This is an optimization exercise on Yosys and OpenROAD, whose aim is small area, a short achievable clock period and few clock cycles per item, not a production implementation.
In this exercise RTL edits were held to simulation tests only and were not proved equivalent to the original.

==> inputs of try-nickel <==
Design swg_gen, start of the top module:
module swg_gen (
    input  wire        clk,
    input  wire        rst,
    input  wire        start,
    input  wire [63:0] phase,
    input  wire [63:0] phase_step,
    input  wire [63:0] amplitude,
    input  wire [15:0] count,
    output wire        ready,
    output reg         sample_valid,
    output reg  [63:0] sample
);
make LEC_CHECK=0 CAP_MARGIN=20 CORE_MARGIN=2 CORE_UTILIZATION=40 PLACE_DENSITY=0.6 SLEW_MARGIN=20 finish   # period 20.0 ns
run.sh (not shown) runs the stock make flow with config.mk's settings and CLKGATE_MAP_FILE= SYNTH_SCRIPT=/design/flow/synth_recipe.tcl, a recipe that flattens the netlist after the stock synthesis.
==> inputs of try-cedar, as changes to try-nickel <==
--- a/flow/config.mk
+++ b/flow/config.mk
@@ -10,3 +10,4 @@
 export CORE_UTILIZATION = 40
 export PLACE_DENSITY = 0.6
 export SLEW_MARGIN = 20
+export SYNTH_MEMORY_MAX_BITS = 16384
==> results.txt <==
| item | try-nickel | try-cedar |
|---|---|---|
| Status | stopped before the end | finished clean |
| Failing step | synthesis (1_2_yosys) | - |
| Number of warning messages in the yosys log | 1 | 1 |
Testbench counts of try-nickel, summed over its fixed seeds: cycles 25,240, items 24,000.
Testbench counts of try-cedar, summed over its fixed seeds: cycles 25,240, items 24,000.


==> branch sierra: inputs <==
Another version of the RTL of swg_gen (not shown whole).
clock: 20.0 ns
lec_check: 0
cap_margin: 30
core_margin: 2
core_utilization: 55
cts_cluster_diameter: 60
cts_cluster_size: 24
place_density: 0.7
slew_margin: 20
synth_memory_max_bits: 16384
standard.sh (not shown) runs the stock make flow with config.mk's settings and CLKGATE_MAP_FILE= SYNTH_SCRIPT=/design/flow/synth_recipe.tcl, a recipe that flattens the netlist after the stock synthesis.
==> flow/flow/run.sh <==
#!/bin/bash
# Standard ORFS layout (the standard.sh, standard synthesis unchanged), with the
# resizer asked to keep more setup slack than the 20 ns constraint needs, so that it
# sizes and buffers the logic for a shorter achieved period.
set -euo pipefail
bash standard.sh SETUP_SLACK_MARGIN=14.5 finish > flow_make.log 2>&1
==> branch lagoon (differences from branch sierra) <==
==> flow/flow/run.sh (replaced) <==
#!/bin/bash
# Standard ORFS layout (the standard.sh, standard synthesis unchanged), with the
# resizer asked to keep more setup slack than the 20 ns constraint needs, so that it
# sizes and buffers the logic for a shorter achieved period.
set -euo pipefail
bash standard.sh SETUP_SLACK_MARGIN=14.3 finish > flow_make.log 2>&1
--- a/flow/config.mk
+++ b/flow/config.mk
@@ -8,8 +8,6 @@
 export CAP_MARGIN = 30
 export CORE_MARGIN = 2
 export CORE_UTILIZATION = 55
-export CTS_CLUSTER_DIAMETER = 60
-export CTS_CLUSTER_SIZE = 24
 export PLACE_DENSITY = 0.7
 export SLEW_MARGIN = 20
 export SYNTH_MEMORY_MAX_BITS = 16384
==> comparison <==
- Branch sierra finished but fails on antenna rules. Branch lagoon finished clean.
- Of branch lagoon and branch sierra, branch lagoon has the higher clock-buffer cell count (gap 624).
- In sequential cell count, branch lagoon and branch sierra do not differ.
- In branch lagoon the utilization is higher than in branch sierra, by 0.54 points.
- Critical path depth: branch lagoon is lower than branch sierra (3).
Testbench counts of branch sierra, summed over its fixed seeds: cycles 25,696, items 24,000.
Testbench counts of branch lagoon, summed over its fixed seeds: cycles 25,696, items 24,000.


==> inputs of run X <==
Another version of the RTL of swg_gen (not shown whole).
export LEC_CHECK = 0
export CAP_MARGIN = 20
export CORE_MARGIN = 2
export CORE_UTILIZATION = 40
export PLACE_DENSITY = 0.6
export SLEW_MARGIN = 20
export SYNTH_MEMORY_MAX_BITS = 16384
create_clock -name core_clock -period 20.0 [get_ports {clk}]
==> flow/flow/run.sh <==
#!/bin/bash
# Standard ORFS layout (the standard.sh, standard synthesis unchanged), with the
# resizer asked to keep more setup slack than the 20 ns constraint needs, so that it
# sizes and buffers the logic for a shorter achieved period.
set -euo pipefail
bash standard.sh SETUP_SLACK_MARGIN=13.5 finish > flow_make.log 2>&1
==> inputs of run H, as changes to run X <==
==> flow/run.sh (new file) <==
#!/bin/bash
# synth_recipe.tcl (not shown) runs the flow's synth.tcl, then flattens the netlist and writes it again
# the make line also repeats each setting of config.mk as NAME=value (left out here)
make -C /OpenROAD-flow-scripts/flow DESIGN_CONFIG=/design/flow/config.mk WORK_HOME=/design/flow/orfs CLKGATE_MAP_FILE= SYNTH_SCRIPT=/design/flow/synth_recipe.tcl finish
removed: flow/flow/run.sh
removed: flow/standard.sh
==> summary of the runs <==
Run X completed with no timing, DRC or antenna violations. Run H ran to the end with no violations. Via count is about the same in run H and run X. Between run X and run H, the lower wire length is in run H (gap about 0.46%, measured against run H). In run H the worst setup slack is lower than in run X, by 1300 ps. Flip-flop and latch count is the same in run H and run X. In synthesized cell count, run H and run X do not differ. Global-route usage is about the same in run H and run X.
==> figures <==
| metric | run X | run H |
|---|---|---|
| Vias in the first global route | 459000 | 461000 |
| Total clock buffers created by CTS | 1200 | 1202 |
| Layout-to-synthesis area ratio | 1.108x | 1.106x |
| Met3 wire length | 129000 microns | 127000 microns |
| Status | no timing/DRC/antenna violations | no timing/DRC/antenna violations |
| Critical R2R Capture | mrb[47]$_DFF_P_ | xr36[59]$_DFF_P_ |
| Final-layout non-clock buffer area share | 0.0120 | 0.0110 |
| Grt met3 use | 0.0458 | 0.0444 |
| Buffers and inverters on the worst path | 4 | 1 |
| CP Max Fanout | 33 | 44 |
| Post-detailed-route wirelength per cell | 20.5 microns | 20.4 microns |
| Number of vias in the routed layout | 476000 | 476000 |
Testbench counts of run X, summed over its fixed seeds: cycles 25,696, items 24,000.
Testbench counts of run H, summed over its fixed seeds: cycles 25,696, items 24,000.

## afterwards: timing with drivers on the ports
How much do the figures lean on ideal ports? The routed layouts below were timed once more, with nothing changed but the port constraints.
Step 1: set_driving_cell puts a clkbuf_16 on clk and a buf_2 on each other input, an assumption about the parent block.
Step 2 moves the port delays by t, midway between the first and last clock arrival at a register: inputs arrive t later, outputs are due t later. That takes back most of the time a late clock gives input paths.
Three values: no drivers, after step 1, after step 2; two values: the first two.
run	t, ns	setup slack, ns	worst setup path at the end	latest minus earliest clock arrival (ns)
try-cedar	1.357	6.365 / 6.365 / 6.365	register to register	0.192 / 0.191
branch sierra	1.361	14.200 / 14.141 / 13.311	input to register	0.142 / 0.141
branch lagoon	1.410	13.819 / 13.819 / 13.116	input to register	0.117 / 0.118
run X	1.435	13.574 / 13.574 / 12.415	input to register	0.223 / 0.223
run H	1.405	12.307 / 12.307 / 12.307	register to register	0.193 / 0.193
For run X, which loses most, drivers alone change the setup slack by 0.000 ns; drivers and shift together by -1.159 ns.
